This is an optimization exercise on Yosys and OpenROAD, whose aim is small area, a short achievable clock period and few clock cycles, not a production implementation. In this exercise RTL edits were held to simulation tests only and were not proved equivalent to the original.

==> zinc <==
// ptvr_rast
module ptvr_rast (
    input  wire        clk,
    input  wire        rst,
    input  wire        host_valid,
    input  wire        host_write,
    input  wire [3:0]  host_addr,
    input  wire [31:0] host_wdata,
    output wire        host_ready,
    output reg  [31:0] host_rdata,
    output reg         mem_valid,
    output reg         mem_write,
    output reg  [31:0] mem_addr,
    output reg  [31:0] mem_wdata,
    input  wire        mem_ready,
    input  wire [31:0] mem_rdata
);
    localparam VTX_MAX = 16;
    localparam A_CMD = 4'd0, A_STATUS = 4'd1, A_FB = 4'd2, A_COLOR = 4'd3,
               A_ARG0 = 4'd4, A_ARG1 = 4'd5, A_ARG2 = 4'd6, A_NVERT = 4'd7,
               A_GW = 4'd8, A_GH = 4'd9, A_GS = 4'd10, A_CAP = 4'd11;
    localparam [3:0] G_IDLE  = 4'd0,
                     G_FIND  = 4'd1,
                     G_INIT  = 4'd2,
                     G_VW    = 4'd3,
                     G_BAND  = 4'd7,
                     G_ROW1  = 4'd8,
                     G_ROW2  = 4'd9,
                     G_ADV   = 4'd10,
                     G_DSPAN = 4'd11,
                     G_DONE  = 4'd12;
    function is_nan(input [31:0] v);
        is_nan = (v[30:23] == 8'hFF) && (v[22:0] != 0);
    endfunction
    function [31:0] fkey(input [31:0] v);
        fkey = v[31] ? ~v : {1'b1, v[30:0]};
    endfunction
    function f_lt(input [31:0] p, input [31:0] q);
        if (is_nan(p) || is_nan(q)) f_lt = 1'b0;
        else if (p[30:0] == 0 && q[30:0] == 0) f_lt = 1'b0;
        else f_lt = fkey(p) < fkey(q);
    endfunction
    function f_le(input [31:0] p, input [31:0] q);
        if (is_nan(p) || is_nan(q)) f_le = 1'b0;
        else if (p[30:0] == 0 && q[30:0] == 0) f_le = 1'b1;
        else f_le = fkey(p) <= fkey(q);
    endfunction
    function f_eq(input [31:0] p, input [31:0] q);
        f_eq = (p == q) || (p[30:0] == 0 && q[30:0] == 0);
    endfunction
    function [31:0] ceil_i32(input [31:0] v);
        reg [30:0] t;
        reg        st;
        reg [4:0]  r;
  ...
clock: 30.0 ns
lec_check: 0
abc_area: 1
cap_margin: 20
core_margin: 2
core_utilization: 55
slew_margin: 20
run.sh (not shown) runs the stock make flow with config.mk's settings and CLKGATE_MAP_FILE= SYNTH_SCRIPT=/design/flow/synth_recipe.tcl, a recipe that flattens the netlist after the stock synthesis.
==> amber (differences from zinc) <==
--- a/flow/design.v
+++ b/flow/design.v
@@ -81,51 +81,49 @@
     input  wire        ld_a,
     input  wire [31:0] v,
     output wire        rdy,
     output reg  [31:0] y
 );
     localparam NIT = (26 + DB - 1) / DB;
-    localparam QW  = NIT * DB;
-    localparam [2:0] D_DONE = 3'd0, D_NORM = 3'd1, D_ITER = 3'd3, D_DEN = 3'd4;
+    localparam QW  = NIT * DB;              
+    localparam [2:0] D_DONE = 3'd0, D_NORM = 3'd1, D_PRE = 3'd2, D_ITER = 3'd3, D_DEN = 3'd4;
     wire v_e1   = (v[30:23] == 8'hFF);
     wire v_nan  = v_e1 && (v[22:0] != 0);
     wire v_inf  = v_e1 && (v[22:0] == 0);
     wire v_zero = (v[30:0] == 0);
     wire v_n    = (v[30:23] != 0);
     reg  [2:0]  ds;
     reg  [24:0] rem;
     reg  [23:0] dvs;
-    reg  [QW:0] q;           
+    reg  [25:0] q;           
+    reg         stk;
     reg  [3:0]  cnt;
     reg  signed [10:0] qe;
     reg         a_nan, a_inf, a_zero;
+    reg  [7:0]  nbe;         
     reg         qs;
     reg  [1:0]  spk;         
     assign rdy = (ds == D_DONE);
     reg  [24:0] r_n;
-    reg  [QW-1:0] q_n;
+    reg  [25:0] q_n;
     reg  [25:0] df;
     reg         lt0;
     integer j;
     always @(*) begin
         r_n = rem;
-        q_n = q[QW-1:0];
+        q_n = q;
         lt0 = 1'b0;
         for (j = 0; j < DB; j = j + 1) begin
             df = {1'b0, r_n} - {2'b00, dvs};
             if (j == 0) lt0 = df[25];
             if (!df[25]) r_n = df[24:0];
             r_n = r_n << 1;
-            q_n = {q_n[QW-2:0], !df[25]};
+            q_n = {q_n[24:0], !df[25]};
         end
     end
-    localparam EX = QW - 26;
-    wire [QW-1:0] q_top = q_n >> EX;
-    wire [QW-1:0] q_exm = (({{(QW-1){1'b0}}, 1'b1}) << EX) - 1;
-    wire [26:0]   m27_n = {q_top[25:0], (|(q_n & q_exm)) | (r_n != 25'd0)};
-    wire [26:0] m27 = q[26:0];
+    wire [26:0] m27 = {q, stk};
     wire        inc = m27[2] & (m27[1] | m27[0] | m27[3]);
     wire [24:0] m24 = {1'b0, m27[26:3]} + {24'd0, inc};
     wire [7:0]  ef  = m24[24] ? qe[7:0] + 8'd1 : (m24[23] ? qe[7:0] : 8'd0);
     wire        ovf = (qe >= 11'sd255) || (m24[24] && qe == 11'sd254);
     always @(*) begin
         case (spk)
@@ -138,12 +136,13 @@
         end
         endcase
     end
     reg signed [10:0] qd;
     always @(*) begin
         case (ds)
+        D_PRE:   qd = {{3{nbe[7]}}, nbe};
         D_NORM:  qd = (!dvs[23] && rem[23]) ? 11'sd1 : ((dvs[23] && !rem[23]) ? -11'sd1 :
                       ((dvs[23] && rem[23] && lt0) ? -11'sd1 : 11'sd0));
         default: qd = 11'sd1;
         endcase
     end
     wire signed [10:0] qe_s = qe + qd;
@@ -158,53 +157,55 @@
                 a_nan  <= v_nan;
                 a_inf  <= v_inf;
                 a_zero <= v_zero;
             end
             if (ld_b) begin
                 dvs <= {v_n, v[22:0]};
-                qe  <= qe - $signed({3'b000, v[30:24], v[23] | !v_n}) + 11'sd127;
+                nbe <= {v[30], ~v[29:24], ~(v[23] | !v_n)};
                 qs  <= qs ^ v[31];
-                q   <= {(QW+1){1'b0}};
                 cnt <= 4'd0;
                 ds  <= D_DONE;
                 if (v_zero) begin
                     spk <= 2'd3;
                     qs  <= 1'b0;
                 end else if (a_nan || v_nan || (a_inf && v_inf)) spk <= 2'd1;
                 else if (a_inf) spk <= 2'd2;
                 else if (a_zero || v_inf) spk <= 2'd3;
                 else begin
                     spk <= 2'd0;
-                    ds  <= D_NORM;
+                    ds  <= D_PRE;
                 end
             end else if (!ld_a) begin
                 case (ds)
+                D_PRE: begin
+                    qe <= qe_s;
+                    ds <= D_NORM;
+                end
                 D_NORM: begin
                     if (!rem[23] || (dvs[23] && lt0)) rem <= rem << 1;
                     if (!dvs[23]) dvs <= dvs << 1;
                     qe <= qe_s;
                     if (rem[23] && dvs[23]) ds <= D_ITER;
                 end
                 D_ITER: begin
                     rem <= r_n;
                     cnt <= cnt + 4'd1;
-                    if (cnt == NIT - 1) begin
-                        q  <= m27_n;
-                        ds <= (qe < 11'sd1) ? D_DEN : D_DONE;
-                    end else begin
-                        q  <= {1'b0, q_n};
-                    end
+                    q   <= q_n;
+                    stk <= (r_n != 25'd0);
+                    if (cnt == NIT - 1) ds <= (qe < 11'sd1) ? D_DEN : D_DONE;
                 end
                 D_DEN: begin
                     if (qe < -11'sd30) begin
-                        q  <= {{QW{1'b0}}, 1'b1};
-                        qe <= 11'sd1;
-                        ds <= D_DONE;
+                        q   <= 26'd0;
+                        stk <= 1'b1;
+                        qe  <= 11'sd1;
+                        ds  <= D_DONE;
                     end else if (qe < 11'sd1) begin
-                        q  <= (q >> 1) | {{QW{1'b0}}, q[0]};
-                        qe <= qe_s;
+                        q   <= {1'b0, q[25:1]};
+                        stk <= q[0] | stk;
+                        qe  <= qe_s;
                     end else begin
                         ds <= D_DONE;
                     end
                 end
                 default: ;
                 endcase
@@ -220,13 +221,13 @@
     input  wire [3:0]  host_addr,
     input  wire [31:0] host_wdata,
     output wire        host_ready,
     output reg  [31:0] host_rdata,
     output reg         mem_valid,
     output reg         mem_write,
-    output reg  [31:0] mem_addr,
+    output wire [31:0] mem_addr,
     output reg  [31:0] mem_wdata,
     input  wire        mem_ready,
     input  wire [31:0] mem_rdata
 );
     localparam VTX_MAX = 16;
     localparam A_CMD = 4'd0, A_STATUS = 4'd1, A_FB = 4'd2, A_COLOR = 4'd3,
@@ -425,12 +426,14 @@
     wire        sp_yok = (sp_y[31:8] == 24'd0) && (sp_y[7:0] < 8'd240);
     wire [8:0]  sp_x1  = sp_c1[9] ? 9'd0 : sp_c1[8:0];
     wire [8:0]  sp_x2  = sp_c2[8:0];
     wire        sp_go  = sp_yok && !sp_c2[9] && !(sp_c1 >= 10'd400 && !sp_c1[9]) && (sp_x1 < sp_x2);
     wire [8:0]  sp_x2m1 = sp_x2 - 9'd1;
     wire        push = (gs == G_ROW2) || (gs == G_DSPAN);
+    reg  [7:0]  w_y;       
+    reg  [3:0]  w_k;       
     reg  [3:0]  w_n;       
     reg  [4:0]  w_lo;
     reg  [4:0]  w_hm1;
     function [31:0] mk_mask(input [4:0] lo, input [4:0] hm1);
         reg [31:0] ml;
         begin
@@ -441,22 +444,23 @@
     wire [31:0] cur_mask = mk_mask(w_lo, (w_n == 4'd0) ? w_hm1 : 5'd31);
     wire        w_last   = (w_n == 4'd0);
     wire        w_end    = mem_valid && mem_write && mem_ready && w_last;
     wire        w_load   = q_v && (!mem_valid || w_end);
     wire        q_full0  = (q_lo == 5'd0) && (q_n != 4'd0 || q_hm1 == 5'd31);
     wire        n_full   = (w_n != 4'd1) || (w_hm1 == 5'd31);
-    wire [13:0] q_r52    = {1'b0, q_y, 5'd0} + {2'b0, q_y, 4'd0} + {4'b0, q_y, 2'd0};
-    wire [31:0] q_addr   = fb_base + {18'd0, q_r52} + {26'd0, q_k, 2'b00};
+    wire [13:0] w_r52    = {1'b0, w_y, 5'd0} + {2'b0, w_y, 4'd0} + {4'b0, w_y, 2'd0};
+    assign      mem_addr = fb_base + {18'd0, w_r52} + {26'd0, w_k, 2'b00};
     always @(posedge clk) begin
         if (rst) begin
             mem_valid <= 1'b0;
             mem_write <= 1'b0;
         end else begin
             if (w_load) begin
                 mem_valid <= 1'b1;
-                mem_addr  <= q_addr;
+                w_y       <= q_y;
+                w_k       <= q_k;
                 w_n       <= q_n;
                 w_lo      <= q_lo;
                 w_hm1     <= q_hm1;
                 mem_write <= q_full0;
                 mem_wdata <= color;
             end else if (mem_valid && mem_ready) begin
@@ -464,13 +468,13 @@
                     mem_write <= 1'b1;
                     mem_wdata <= (mem_rdata & ~cur_mask) | (color & cur_mask);
                 end else if (w_last) begin
                     mem_valid <= 1'b0;
                     mem_write <= 1'b0;
                 end else begin
-                    mem_addr  <= mem_addr + 32'd4;
+                    w_k       <= w_k + 4'd1;
                     w_n       <= w_n - 4'd1;
                     w_lo      <= 5'd0;
                     mem_write <= n_full;
                     mem_wdata <= color;
                 end
             end
@@ -489,13 +493,14 @@
                 q_hm1 <= sp_x2m1[4:0];
             end else if (w_load) begin
                 q_v <= 1'b0;
             end
         end
     end
-    wire        b_le    = f_le(yln, yrn);
+    wire        cmp_gt  = f_lt(yrn, scan_on ? sy : yln);
+    wire        b_le    = !is_nan(yln) && !is_nan(yrn) && !cmp_gt;
     wire [31:0] ceil_in = (gs == G_INIT || !side) ? yln : yrn;
     wire [31:0] ceil_y  = ceil_i32(ceil_in);
     assign      vinj    = (gs == G_VW) && (rot == place(arg0[3:0]));
     wire [3:0]  fi      = vat(rot);               
     wire        fin_n   = ({1'b0, fi} < nvert);
     wire [31:0] sy      = vinj ? arg2 : ty;
@@ -513,13 +518,13 @@
             if (st0) v0nan <= fin_n && sy_nan;
             if (s_ok && (st0 || !tv || f_lt(sy, yln) || (f_eq(sy, yln) && fi < top))) begin
                 top <= fi;
                 yln <= sy;
                 tv  <= 1'b1;
             end else if (st0) tv <= 1'b0;
-            if (s_ok && (st0 || !bv || f_lt(yrn, sy) || (f_eq(sy, yrn) && fi < bot))) begin
+            if (s_ok && (st0 || !bv || cmp_gt || (f_eq(sy, yrn) && fi < bot))) begin
                 bot <= fi;
                 yrn <= sy;
                 bv  <= 1'b1;
             end else if (st0) bv <= 1'b0;
         end
         if (rst) begin
==> flow/flow/run.sh (new file) <==
#!/bin/bash
# The standard layout (the standard.sh: unchanged synthesis, steps and
# constraints), with two changes to how it is optimised:
#  - the buffers that placement puts on every input and output port are
#    sky130_fd_sc_hd__buf_2 cells instead of the slow delay buffer that
#    buffer_ports picks by default;
#  - repair_timing aims for 17 ns of setup slack at the design's 30 ns
#    clock, so that it sizes up the few gates on the paths that set the
#    period the design achieves.
# The full output of the make run is kept in standard.log; each ORFS step
# also writes its own log under orfs/logs/.
set -euo pipefail
export BUFFER_PORTS_ARGS="-buffer_cell sky130_fd_sc_hd__buf_2"
export SETUP_SLACK_MARGIN=17
bash standard.sh > standard.log 2>&1
==> flow/standard.sh (new file) <==
#!/bin/bash
# synth_recipe.tcl (not shown) runs the flow's synth.tcl, then flattens the netlist and writes it again
# the make line also repeats each setting of config.mk as NAME=value (left out here)
make -C /OpenROAD-flow-scripts/flow DESIGN_CONFIG=/design/flow/config.mk WORK_HOME=/design/flow/orfs CLKGATE_MAP_FILE= SYNTH_SCRIPT=/design/flow/synth_recipe.tcl "${@:-finish}"
CTS_CLUSTER_DIAMETER = 100   (was unset)
CTS_CLUSTER_SIZE = 22   (was unset)
removed: flow/run.sh
==> violet (differences from zinc) <==
--- a/flow/design.v
+++ b/flow/design.v
@@ -81,51 +81,49 @@
     input  wire        ld_a,
     input  wire [31:0] v,
     output wire        rdy,
     output reg  [31:0] y
 );
     localparam NIT = (26 + DB - 1) / DB;
-    localparam QW  = NIT * DB;
-    localparam [2:0] D_DONE = 3'd0, D_NORM = 3'd1, D_ITER = 3'd3, D_DEN = 3'd4;
+    localparam QW  = NIT * DB;              
+    localparam [2:0] D_DONE = 3'd0, D_NORM = 3'd1, D_PRE = 3'd2, D_ITER = 3'd3, D_DEN = 3'd4;
     wire v_e1   = (v[30:23] == 8'hFF);
     wire v_nan  = v_e1 && (v[22:0] != 0);
     wire v_inf  = v_e1 && (v[22:0] == 0);
     wire v_zero = (v[30:0] == 0);
     wire v_n    = (v[30:23] != 0);
     reg  [2:0]  ds;
     reg  [24:0] rem;
     reg  [23:0] dvs;
-    reg  [QW:0] q;           
+    reg  [25:0] q;           
+    reg         stk;
     reg  [3:0]  cnt;
     reg  signed [10:0] qe;
     reg         a_nan, a_inf, a_zero;
+    reg  [7:0]  nbe;         
     reg         qs;
     reg  [1:0]  spk;         
     assign rdy = (ds == D_DONE);
     reg  [24:0] r_n;
-    reg  [QW-1:0] q_n;
+    reg  [25:0] q_n;
     reg  [25:0] df;
     reg         lt0;
     integer j;
     always @(*) begin
         r_n = rem;
-        q_n = q[QW-1:0];
+        q_n = q;
         lt0 = 1'b0;
         for (j = 0; j < DB; j = j + 1) begin
             df = {1'b0, r_n} - {2'b00, dvs};
             if (j == 0) lt0 = df[25];
             if (!df[25]) r_n = df[24:0];
             r_n = r_n << 1;
-            q_n = {q_n[QW-2:0], !df[25]};
+            q_n = {q_n[24:0], !df[25]};
         end
     end
-    localparam EX = QW - 26;
-    wire [QW-1:0] q_top = q_n >> EX;
-    wire [QW-1:0] q_exm = (({{(QW-1){1'b0}}, 1'b1}) << EX) - 1;
-    wire [26:0]   m27_n = {q_top[25:0], (|(q_n & q_exm)) | (r_n != 25'd0)};
-    wire [26:0] m27 = q[26:0];
+    wire [26:0] m27 = {q, stk};
     wire        inc = m27[2] & (m27[1] | m27[0] | m27[3]);
     wire [24:0] m24 = {1'b0, m27[26:3]} + {24'd0, inc};
     wire [7:0]  ef  = m24[24] ? qe[7:0] + 8'd1 : (m24[23] ? qe[7:0] : 8'd0);
     wire        ovf = (qe >= 11'sd255) || (m24[24] && qe == 11'sd254);
     always @(*) begin
         case (spk)
@@ -138,12 +136,13 @@
         end
         endcase
     end
     reg signed [10:0] qd;
     always @(*) begin
         case (ds)
+        D_PRE:   qd = {{3{nbe[7]}}, nbe};
         D_NORM:  qd = (!dvs[23] && rem[23]) ? 11'sd1 : ((dvs[23] && !rem[23]) ? -11'sd1 :
                       ((dvs[23] && rem[23] && lt0) ? -11'sd1 : 11'sd0));
         default: qd = 11'sd1;
         endcase
     end
     wire signed [10:0] qe_s = qe + qd;
@@ -158,53 +157,55 @@
                 a_nan  <= v_nan;
                 a_inf  <= v_inf;
                 a_zero <= v_zero;
             end
             if (ld_b) begin
                 dvs <= {v_n, v[22:0]};
-                qe  <= qe - $signed({3'b000, v[30:24], v[23] | !v_n}) + 11'sd127;
+                nbe <= {v[30], ~v[29:24], ~(v[23] | !v_n)};
                 qs  <= qs ^ v[31];
-                q   <= {(QW+1){1'b0}};
                 cnt <= 4'd0;
                 ds  <= D_DONE;
                 if (v_zero) begin
                     spk <= 2'd3;
                     qs  <= 1'b0;
                 end else if (a_nan || v_nan || (a_inf && v_inf)) spk <= 2'd1;
                 else if (a_inf) spk <= 2'd2;
                 else if (a_zero || v_inf) spk <= 2'd3;
                 else begin
                     spk <= 2'd0;
-                    ds  <= D_NORM;
+                    ds  <= D_PRE;
                 end
             end else if (!ld_a) begin
                 case (ds)
+                D_PRE: begin
+                    qe <= qe_s;
+                    ds <= D_NORM;
+                end
                 D_NORM: begin
                     if (!rem[23] || (dvs[23] && lt0)) rem <= rem << 1;
                     if (!dvs[23]) dvs <= dvs << 1;
                     qe <= qe_s;
                     if (rem[23] && dvs[23]) ds <= D_ITER;
                 end
                 D_ITER: begin
                     rem <= r_n;
                     cnt <= cnt + 4'd1;
-                    if (cnt == NIT - 1) begin
-                        q  <= m27_n;
-                        ds <= (qe < 11'sd1) ? D_DEN : D_DONE;
-                    end else begin
-                        q  <= {1'b0, q_n};
-                    end
+                    q   <= q_n;
+                    stk <= (r_n != 25'd0);
+                    if (cnt == NIT - 1) ds <= (qe < 11'sd1) ? D_DEN : D_DONE;
                 end
                 D_DEN: begin
                     if (qe < -11'sd30) begin
-                        q  <= {{QW{1'b0}}, 1'b1};
-                        qe <= 11'sd1;
-                        ds <= D_DONE;
+                        q   <= 26'd0;
+                        stk <= 1'b1;
+                        qe  <= 11'sd1;
+                        ds  <= D_DONE;
                     end else if (qe < 11'sd1) begin
-                        q  <= (q >> 1) | {{QW{1'b0}}, q[0]};
-                        qe <= qe_s;
+                        q   <= {1'b0, q[25:1]};
+                        stk <= q[0] | stk;
+                        qe  <= qe_s;
                     end else begin
                         ds <= D_DONE;
                     end
                 end
                 default: ;
                 endcase
@@ -220,13 +221,13 @@
     input  wire [3:0]  host_addr,
     input  wire [31:0] host_wdata,
     output wire        host_ready,
     output reg  [31:0] host_rdata,
     output reg         mem_valid,
     output reg         mem_write,
-    output reg  [31:0] mem_addr,
+    output wire [31:0] mem_addr,
     output reg  [31:0] mem_wdata,
     input  wire        mem_ready,
     input  wire [31:0] mem_rdata
 );
     localparam VTX_MAX = 16;
     localparam A_CMD = 4'd0, A_STATUS = 4'd1, A_FB = 4'd2, A_COLOR = 4'd3,
@@ -425,12 +426,14 @@
     wire        sp_yok = (sp_y[31:8] == 24'd0) && (sp_y[7:0] < 8'd240);
     wire [8:0]  sp_x1  = sp_c1[9] ? 9'd0 : sp_c1[8:0];
     wire [8:0]  sp_x2  = sp_c2[8:0];
     wire        sp_go  = sp_yok && !sp_c2[9] && !(sp_c1 >= 10'd400 && !sp_c1[9]) && (sp_x1 < sp_x2);
     wire [8:0]  sp_x2m1 = sp_x2 - 9'd1;
     wire        push = (gs == G_ROW2) || (gs == G_DSPAN);
+    reg  [7:0]  w_y;       
+    reg  [3:0]  w_k;       
     reg  [3:0]  w_n;       
     reg  [4:0]  w_lo;
     reg  [4:0]  w_hm1;
     function [31:0] mk_mask(input [4:0] lo, input [4:0] hm1);
         reg [31:0] ml;
         begin
@@ -441,22 +444,23 @@
     wire [31:0] cur_mask = mk_mask(w_lo, (w_n == 4'd0) ? w_hm1 : 5'd31);
     wire        w_last   = (w_n == 4'd0);
     wire        w_end    = mem_valid && mem_write && mem_ready && w_last;
     wire        w_load   = q_v && (!mem_valid || w_end);
     wire        q_full0  = (q_lo == 5'd0) && (q_n != 4'd0 || q_hm1 == 5'd31);
     wire        n_full   = (w_n != 4'd1) || (w_hm1 == 5'd31);
-    wire [13:0] q_r52    = {1'b0, q_y, 5'd0} + {2'b0, q_y, 4'd0} + {4'b0, q_y, 2'd0};
-    wire [31:0] q_addr   = fb_base + {18'd0, q_r52} + {26'd0, q_k, 2'b00};
+    wire [13:0] w_r52    = {1'b0, w_y, 5'd0} + {2'b0, w_y, 4'd0} + {4'b0, w_y, 2'd0};
+    assign      mem_addr = fb_base + {18'd0, w_r52} + {26'd0, w_k, 2'b00};
     always @(posedge clk) begin
         if (rst) begin
             mem_valid <= 1'b0;
             mem_write <= 1'b0;
         end else begin
             if (w_load) begin
                 mem_valid <= 1'b1;
-                mem_addr  <= q_addr;
+                w_y       <= q_y;
+                w_k       <= q_k;
                 w_n       <= q_n;
                 w_lo      <= q_lo;
                 w_hm1     <= q_hm1;
                 mem_write <= q_full0;
                 mem_wdata <= color;
             end else if (mem_valid && mem_ready) begin
@@ -464,13 +468,13 @@
                     mem_write <= 1'b1;
                     mem_wdata <= (mem_rdata & ~cur_mask) | (color & cur_mask);
                 end else if (w_last) begin
                     mem_valid <= 1'b0;
                     mem_write <= 1'b0;
                 end else begin
-                    mem_addr  <= mem_addr + 32'd4;
+                    w_k       <= w_k + 4'd1;
                     w_n       <= w_n - 4'd1;
                     w_lo      <= 5'd0;
                     mem_write <= n_full;
                     mem_wdata <= color;
                 end
             end
CTS_BUF_LIST = sky130_fd_sc_hd__clkbuf_8   (was unset)
==> results.ini <==
[pwr]
p_int_mw = 4.08

[drt]
drtIter0Drc = 8147

[final_layout]
diodes = 10
mostFrequentLayoutCells = nand2_1, dfxtp_1, inv_1
seq_share_pct = 44.0

[clock_network]
ctsResizeCount = 104

[outcome]
status = finished clean

[floorplan]
die_x_microns = 390

That was amber.
==> results.ini <==
[floorplan]
die_x_microns = 392

[final_layout]
diodes = 13
seq_share_pct = 42.6

[outcome]
status = finished clean

[clock_network]
ctsResizeCount = 0

[pwr]
p_int_mw = 4.74

That was violet.
==> results.ini <==
[pwr]
p_int_mw = 6.01

[floorplan]
die_x_microns = 395

[outcome]
status = finished clean

[final_layout]
seq_share_pct = 42.0
diodes = 6
mostFrequentLayoutCells = nand2_1, dfxtp_1, inv_1

[clock_network]
ctsResizeCount = 0

That was zinc.
Testbench counts of zinc, summed over its fixed seeds: cycles 187,270.
Testbench counts of amber, summed over its fixed seeds: cycles 187,993.
Testbench counts of violet, summed over its fixed seeds: cycles 187,993.

-- afterwards: timing with drivers on the ports --
How much do the figures lean on ideal ports? The routed layouts below were timed once more, with nothing changed but the port constraints. Step 1: set_driving_cell puts a clkbuf_16 on clk and a buf_2 on each other input, an assumption about the parent block. Step 2 times the ports against the registers' clock, not the clock port: input delays grow and output delays shrink by t, the midpoint of the rising clock arrivals with the driver on. a / b / c = ideal ports / drivers / drivers and shift; a / b = the first two.
run	t (ns)	setup slack, ns	worst slew at a driven data input, ns
zinc	0.898	14.968 / 14.920 / 14.920	0.11
amber	0.835	16.587 / 16.534 / 16.534	0.08
violet	1.075	14.719 / 14.685 / 14.685	0.10
After both steps every run listed still meets setup and hold. The setup slack of amber, which loses most, moves by -0.053 ns with the drivers and by -0.053 ns with both steps.
